From an optimization exercise on the open Yosys and OpenROAD flow, aimed at small area; shortcuts taken in it are not production practice. Only simulation tests tie the RTL to the original design; equivalence was not proved. Power and IR drop assume default switching activity.

==> design.v <==
module vm16_core (
    input  wire        clk,
    input  wire        rst,
    output reg         mem_valid,
    output reg         mem_we,
    output reg  [14:0] mem_addr,
    output reg  [15:0] mem_wdata,
    input  wire [15:0] mem_rdata,
    input  wire        mem_ready,
    output reg         out_valid,
    output wire [7:0]  out_byte,
    output reg         retire_valid,
    output wire [14:0] retire_pc,
    output reg         retire_we,
    output wire [2:0]  retire_rd,
    output reg  [15:0] retire_wdata,
    output wire        halted,
    output wire        faulted
);
    localparam OP_LUI   = 3'd0;
    localparam OP_AUIPC = 3'd1;
    localparam OP_JALR  = 3'd2;
    localparam OP_BEQ   = 3'd3;
    localparam OP_LW    = 3'd4;
    localparam OP_SW    = 3'd5;
    localparam OP_ADDI  = 3'd6;
    localparam OP_MATH  = 3'd7;
    localparam ALT_ADD  = 3'd0;
    localparam ALT_SUB  = 3'd1;
    localparam ALT_SLL  = 3'd2;
    localparam ALT_SRL  = 3'd3;
    localparam ALT_NAND = 3'd4;
    localparam ALT_AND  = 3'd5;
    localparam ALT_OR   = 3'd6;
    localparam ALT_LT   = 3'd7;
    localparam S_FETCH = 2'd0;
    localparam S_EXEC  = 2'd1;
    localparam S_MEM   = 2'd2;
    localparam S_FAULT = 2'd3;
    reg  [1:0]  state;
    reg  [14:0] pc;           
    reg  [15:0] ir;
    reg  [15:0] regs [1:7];   
    reg  [14:0] ea_q;         
    wire [2:0]  op   = ir[2:0];
    wire [2:0]  rd   = ir[5:3];
    wire [2:0]  r1   = ir[8:6];
    wire [2:0]  alt  = ir[11:9];
    wire [2:0]  r2   = ir[15:13];
    wire [15:0] imu  = {ir[15:6], 6'b0};             
    wire [15:0] im7  = {{9{ir[15]}}, ir[15:9]};      
    wire [15:0] x_rd = (rd == 3'd0) ? 16'd0 : regs[rd];
    wire [15:0] x_r1 = (r1 == 3'd0) ? 16'd0 : regs[r1];
    wire [15:0] x_r2 = (r2 == 3'd0) ? 16'd0 : regs[r2];
    wire [14:0] pc_inc = pc + 15'd1;                 
    wire [15:0] link   = {1'b0, pc_inc} + 16'd1;     
    wire [15:0] ea     = x_r1 + im7;                 
    reg [15:0] math_res;
    always @(*) begin
        case (alt)
            ALT_ADD:  math_res = x_r1 + x_r2;
            ALT_SUB:  math_res = x_r1 - x_r2;
            ALT_SLL:  math_res = (x_r2 > 16'd15) ? 16'd0 : (x_r1 << x_r2[3:0]);
            ALT_SRL:  math_res = (x_r2 > 16'd15) ? 16'd0 : (x_r1 >> x_r2[3:0]);
            ALT_NAND: math_res = ~(x_r1 & x_r2);
            ALT_AND:  math_res = x_r1 & x_r2;
            ALT_OR:   math_res = x_r1 | x_r2;
            default:  math_res = (x_r1 < x_r2) ? 16'd1 : 16'd0;
        endcase
    end
    reg [15:0] exec_res;
    reg        exec_we;
    reg [14:0] exec_npc;
    always @(*) begin
        exec_res = 16'd0;
        exec_we  = 1'b0;
        exec_npc = pc_inc;
        case (op)
            OP_LUI: begin
                exec_res = imu;
                exec_we  = 1'b1;
            end
            OP_AUIPC: begin
                exec_res = {1'b0, pc_inc} + imu;
                exec_we  = 1'b1;
            end
            OP_JALR: begin
                exec_res = link;
                exec_we  = 1'b1;
                if (rd != 3'd0 && rd == r1)
                    exec_npc = link[14:0] + im7[14:0];
                else
                    exec_npc = x_r1[14:0] + im7[14:0];
            end
            OP_BEQ: begin
                if (x_rd == x_r1)
                    exec_npc = pc_inc + im7[14:0];
            end
            OP_ADDI: begin
                exec_res = x_r1 + im7;
                exec_we  = 1'b1;
            end
            OP_MATH: begin
                exec_res = math_res;
                exec_we  = 1'b1;
            end
            default: ;
        endcase
    end
    wire is_mem = (op == OP_LW) || (op == OP_SW);
    assign retire_pc = pc;
    assign retire_rd = rd;
    assign halted    = (pc == 15'd0) && (state != S_FAULT);
    assign faulted   = (state == S_FAULT);
    wire port_store = (op == OP_SW) && (ea == 16'd1);
    assign out_byte = x_rd[7:0];
    always @(*) begin
        mem_valid    = 1'b0;
        mem_we       = 1'b0;
        mem_addr     = pc;
        mem_wdata    = x_rd;
        out_valid    = 1'b0;
        retire_valid = 1'b0;
        retire_we    = 1'b0;
        retire_wdata = exec_res;
        case (state)
            S_FETCH: mem_valid = (pc != 15'd0);
            S_EXEC: begin
                if (!is_mem) begin
                    retire_valid = 1'b1;
                    retire_we    = exec_we && (rd != 3'd0);
                end else if (port_store) begin
                    retire_valid = 1'b1;
                    out_valid    = (x_rd != 16'd0);
                end
            end
            S_MEM: begin
                mem_valid    = 1'b1;
                mem_we       = (op == OP_SW);
                mem_addr     = ea_q;
                retire_valid = mem_ready;
                retire_we    = (op == OP_LW) && (rd != 3'd0);
                retire_wdata = mem_rdata;
            end
            default: ;
        endcase
    end
    always @(posedge clk) begin
        if (rst) begin
            state <= S_FETCH;
            pc    <= 15'h0010;
        end else begin
            case (state)
                S_FETCH: begin
                    if (pc != 15'd0 && mem_ready) begin
                        ir    <= mem_rdata;
                        state <= S_EXEC;
                    end
                end
                S_EXEC: begin
                    if (is_mem) begin
                        if (ea[15]) begin
                            state <= S_FAULT;
                        end else if (port_store) begin
                            pc    <= pc_inc;
                            state <= S_FETCH;
                        end else begin
                            ea_q  <= ea[14:0];
                            state <= S_MEM;
                        end
                    end else begin
                        if (exec_we && rd != 3'd0)
                            regs[rd] <= exec_res;
                        pc    <= exec_npc;
                        state <= S_FETCH;
                    end
                end
                S_MEM: begin
                    if (mem_ready) begin
                        if (op == OP_LW && rd != 3'd0)
                            regs[rd] <= mem_rdata;
                        pc    <= pc_inc;
                        state <= S_FETCH;
                    end
                end
                default: ;  
            endcase
        end
    end
endmodule
==> run.sh <==
#!/bin/bash
# synth_recipe.tcl (not shown) runs the flow's synth.tcl, then flattens the netlist and writes it again
# the make line also repeats each setting of config.mk as NAME=value (left out here)
make -C /OpenROAD-flow-scripts/flow DESIGN_CONFIG=/design/flow/config.mk WORK_HOME=/design/flow/orfs CLKGATE_MAP_FILE= SYNTH_SCRIPT=/design/flow/synth_recipe.tcl finish
==> config.mk <==
export PLATFORM = sky130hd
export DESIGN_NAME = vm16_core
export DESIGN_NICKNAME = vm16_core
export VERILOG_FILES = /design/flow/design.v
export SDC_FILE = /design/flow/constraint.sdc
export NUM_CORES = 4
export LEC_CHECK = 0
export CAP_MARGIN = 20
export CORE_MARGIN = 2
export CORE_UTILIZATION = 40
export SLEW_MARGIN = 20
==> constraint.sdc <==
create_clock -name core_clock -period 10.0 [get_ports {clk}]
set_input_delay 2.0000 -clock core_clock [delete_from_list [all_inputs] [get_ports {clk}]]
set_output_delay 2.0000 -clock core_clock [all_outputs]
set_load 0.01 [all_outputs]
==> run notes <==
[metal layers]
metal / wire length [um] / part of all wire (%) / global-route usage (%) / up-vias
met1: 27100 / 42 / 39.5 / 7766
li1: - / - / - / 7188
met3: 5780 / 9.0 / 5.00 / 168
met2: 28900 / 45 / 45.0 / 878
met4: 2790 / 4.3 / 12.5 / 0
met5: 0 / 0 / 0 / -
[cells in the mapped netlist, types with 10 or more instances]
master / number
a2111oi_0: 17
a211oi_1: 31
a21o_1: 18
a21oi_1: 108
a21oi_2: 19
a221oi_1: 14
a22oi_1: 14
a31oi_1: 10
and2_1: 16
buf_2: 28
buf_4: 20
clkbuf_1: 57
dfxtp_1: 26
edfxtp_1: 143
ha_1: 111
inv_1: 108
mux2_2: 42
mux2i_1: 132
mux4_2: 43
nand2_1: 167
nand2b_1: 18
nand3_1: 29
nand4_1: 19
nor2_1: 148
nor2b_1: 11
nor3_1: 55
nor4_1: 22
o211ai_1: 10
o21a_1: 14
o21ai_0: 86
o21ai_1: 14
o22ai_1: 36
o31ai_1: 14
or2_2: 16
or3_1: 18
xnor2_1: 65
xor2_1: 46
[layout make-up]
cell class	instances	share of cell area, %
Clock buffer	17	2.22
Clock inverter	15	0.792
Inverter	114	2.25
Multi-Input combinational cell	1498	59.1
Sequential cell	169	25.2
Tap cell	539	3.53
Timing Repair Buffer	144	6.94
[power by group]
group	switching (uW)	total (uW)	internal (uW)
combinational	926	1500	578
clock	341	674	333
sequential	47.0	857	810
[state kept, by name, summed over array words and instances, names as in the netlist, named ones only]
| signal | cells |
|---|---|
| ea_q | 15 |
| ir | 16 |
| pc | 15 |
| regs | 112 |
| state | 2 |
[worst min path at each step]
| stage | end | startpoint | cells past startpoint |
|---|---|---|---|
| after global routing | state[0] | state[0] | 2 |
| after detailed placement | state[0] | state[0] | 2 |
| after CTS | state[0] | state[0] | 2 |
| final | state[0] | state[0] | 2 |
| after floorplan | state[0] | state[0] | 2 |
| after global placement | state[0] | state[0] | 2 |
[cells by family after synthesis]
kind of cell               after synthesis
buffers and inverters                  234
adders and majority gates              117
and+or+nand+nor                        555
DFF                                    169
AOI/OAI and AO/OA                      498
xor gates and xnor gates               111
muxes                                  217
[worst reg2reg max path, cell delays in order (launching register included)]
cell and delay, ns:
edfxtp_1 0.52, o31ai_1 0.29, buf_4 0.23, inv_1 0.33
a21oi_2 0.64, inv_1 0.31, ha_1 0.47, o211ai_4 0.13
a211oi_1 0.42, a2111oi_2 0.08, xnor2_1 0.28, or4_1 0.59
nor4_2 0.26, nand4_2 0.33, a31oi_4 0.90, mux2_2 0.42
o31a_1 0.27
[stage by stage]
| step | utilization, % | total power, uW |
|---|---|---|
| 2_1_floorplan | - | 1860 |
| 3_3_place_gp | 44.0 | 2330 |
| 3_5_place_dp | 44.0 | 2330 |
| 4_1_cts | 45.4 | 3000 |
| 5_1_grt | 45.4 | 3180 |
| 6_report | 45.4 | 3030 |
==> flow_summary.ini <==
[setup_path]
cp-endpoint = out_valid
r2r_cells = 16
end_kind = output port
path_cells = o31ai_1 -> buf_4 -> inv_1 -> a21oi_2 -> inv_1 -> ha_1 -> o211ai_4 -> a211oi_1 -> a2111oi_2 -> xnor2_1 -> or4_1 -> nor4_2 -> nand4_2 -> nor3_1 -> clkdlybuf4s50_1
crit_slowest_cell = a21oi_2
worstSetupStartpoint = ir[7]
cp_slowest_stage_delay_ns = 0.64
path_delay_family = simple AND/OR/NAND/NOR gates
cp.arrival_ns = 6.37
worst-path-buf-inv = 4
r2r_start = ir[7]
required_ns = 8.00
crit_path_frequent_cell = inv_1
cp_max_fo = 11
startpoint_type = register
worst_r2r_endpoint = pc[14]
crit_type = register to output port
path_depth = 15
r2r_slack_ns = 3.44

[finish]
drive_gt1_share_pct = 11.2
instances_no_fill = 2496
mostFrequentLayoutCells = nand2_1 (167), nor2_1 (148), edfxtp_1 (143), mux2i_1 (132), ha_1 (111)
finalNetCount = 2080
multiInputGateArea_sq_um = 11300
ff_latch_area_sq_um = 4820
areaGrowthSynthToFinish_pct = 11.6
fillCellCount = 4031
final_common_cell = nand2_1
antennaDiodeCount = 0
postLayoutCellArea_sq_um = 19100

[logic_synthesis]
synth_mux_area_share_pct = 16.1
synth_top_family_by_area = compound AO/OA/AOI/OAI gates
yosys_most_used_dff = edfxtp_1
synth-seq-cells = 169
syn_avg_cell_area_sq_um = 9.01
synth.top_cell.area_share_pct = 25.1
synthXorXnorAreaFrac_pct = 5.67
ys_top_cells_by_area = edfxtp_1 (25%), ha_1 (8.1%), mux2i_1 (7.7%)
seq_area_frac_synth_pct = 28.1
synth_compound_area_share_pct = 19.8
async_flop_share_pct = 0
yosysUniqueCellTypes = 85
synth_edf_count = 143
syn-cell-area_sq_um = 17100
syn_inst = 1901
post-synth-top-area-cell = edfxtp_1
yosysWarningCount = 1
yosys.area_share.simple_pct = 15.3
syn-num-nets = 2037
yosys.area_share.adder_pct = 8.81

[detailed_routing]
drtIter0Drc = 1844
drc = 0
avgViaCountPerCell = 6.41
drt-total-wl_um = 64500
wl_per_cell_um = 25.9
ant_nets = 0
dr.pass1.iters = 5
via_count = 16000

[clock_tree]
cts_tree = done
cts_buffers = 17
cts_root_buf = clkbuf_16
cts_resized = 0
clock_sinks = 169
cts_max_path_buffers = 2
clkLatencyLatePin_ns = 0.47
postCtsSetupBuffers = 0
cts_max_level = 4
path_clk_slew_ns = 0.08
ctsHoldBuffers = 0

[power]
power.leakage_uw = 0.00747
ir_worst_vdd_uv = 149
pwr_density_cell_nw_per_um2 = 159

[global_route]
grt_max_degree = 49
grt_overflow = 0
antenna_found_initial = 0
grt_use_total_pct = 28.9
first_global_vias = 15200
grt_pass1_wl_um = 96500

[sta]
fin_crit_ns = 8.37
final_hold_viol_count = 0
worstMarginPinSlew_ns = 1.06
rsz0062_at_grt = no
slew_viol_final = 0
final.setup.worst_slack_ns = 1.63
finalCritPeriodShare_pct = 83.7
fin_setup_tns_ns = 0
hold_ws_ns = 0.551
setup-violations-final = 0
max_slew_margin_pct = 28.6
finalClockSkew_ns = 0.0155
timing.fmax_mhz = 119

[outcome]
status = timing/DRC/antenna clean

[place]
place_hpwl_um = 48300
place_ws_ns = 2.17
gp_congestion = 1.05
dp_cells = 2464
dpl_cell_area_sq_um = 18500
io_buffers = 98

[floorplanning]
die_w_um = 211
rows = 75
initial_core_util_pct = 40.7
core_region_area_sq_um = 42100
die_height_um = 211
die_area_sq_um = 44500
io_pins = 99

[job]
maxCapViolations = 0

[min_path]
worstHoldPathType = register to register

==> static timing again, ports no longer ideal <==
The flow's constraints put no driver on any port. The routed layout listed below was extracted and timed again, unchanged, in two steps.
Step 1, drivers: a clkbuf_16 drives clk and a buf_2 each remaining input, both assumed.
Step 2 times the ports against the registers' clock, not the clock port: input delays grow and output delays shrink by t, the midpoint of the rising clock arrivals with the driver on.
a / b / c = ideal / step 1 / step 2; a / b = the first two.
t, ns: 0.521
setup WS [ns]: 1.632 / 1.574 / 2.095
worst hold slack (ns): 0.551 / 0.551 / 0.551
clock arrival spread, ns: 0.015 / 0.016
pins driven straight from the clock port: 1
After both steps this run still meets setup and hold. For this run, drivers alone change the setup slack by -0.058 ns; drivers and shift together by +0.463 ns.
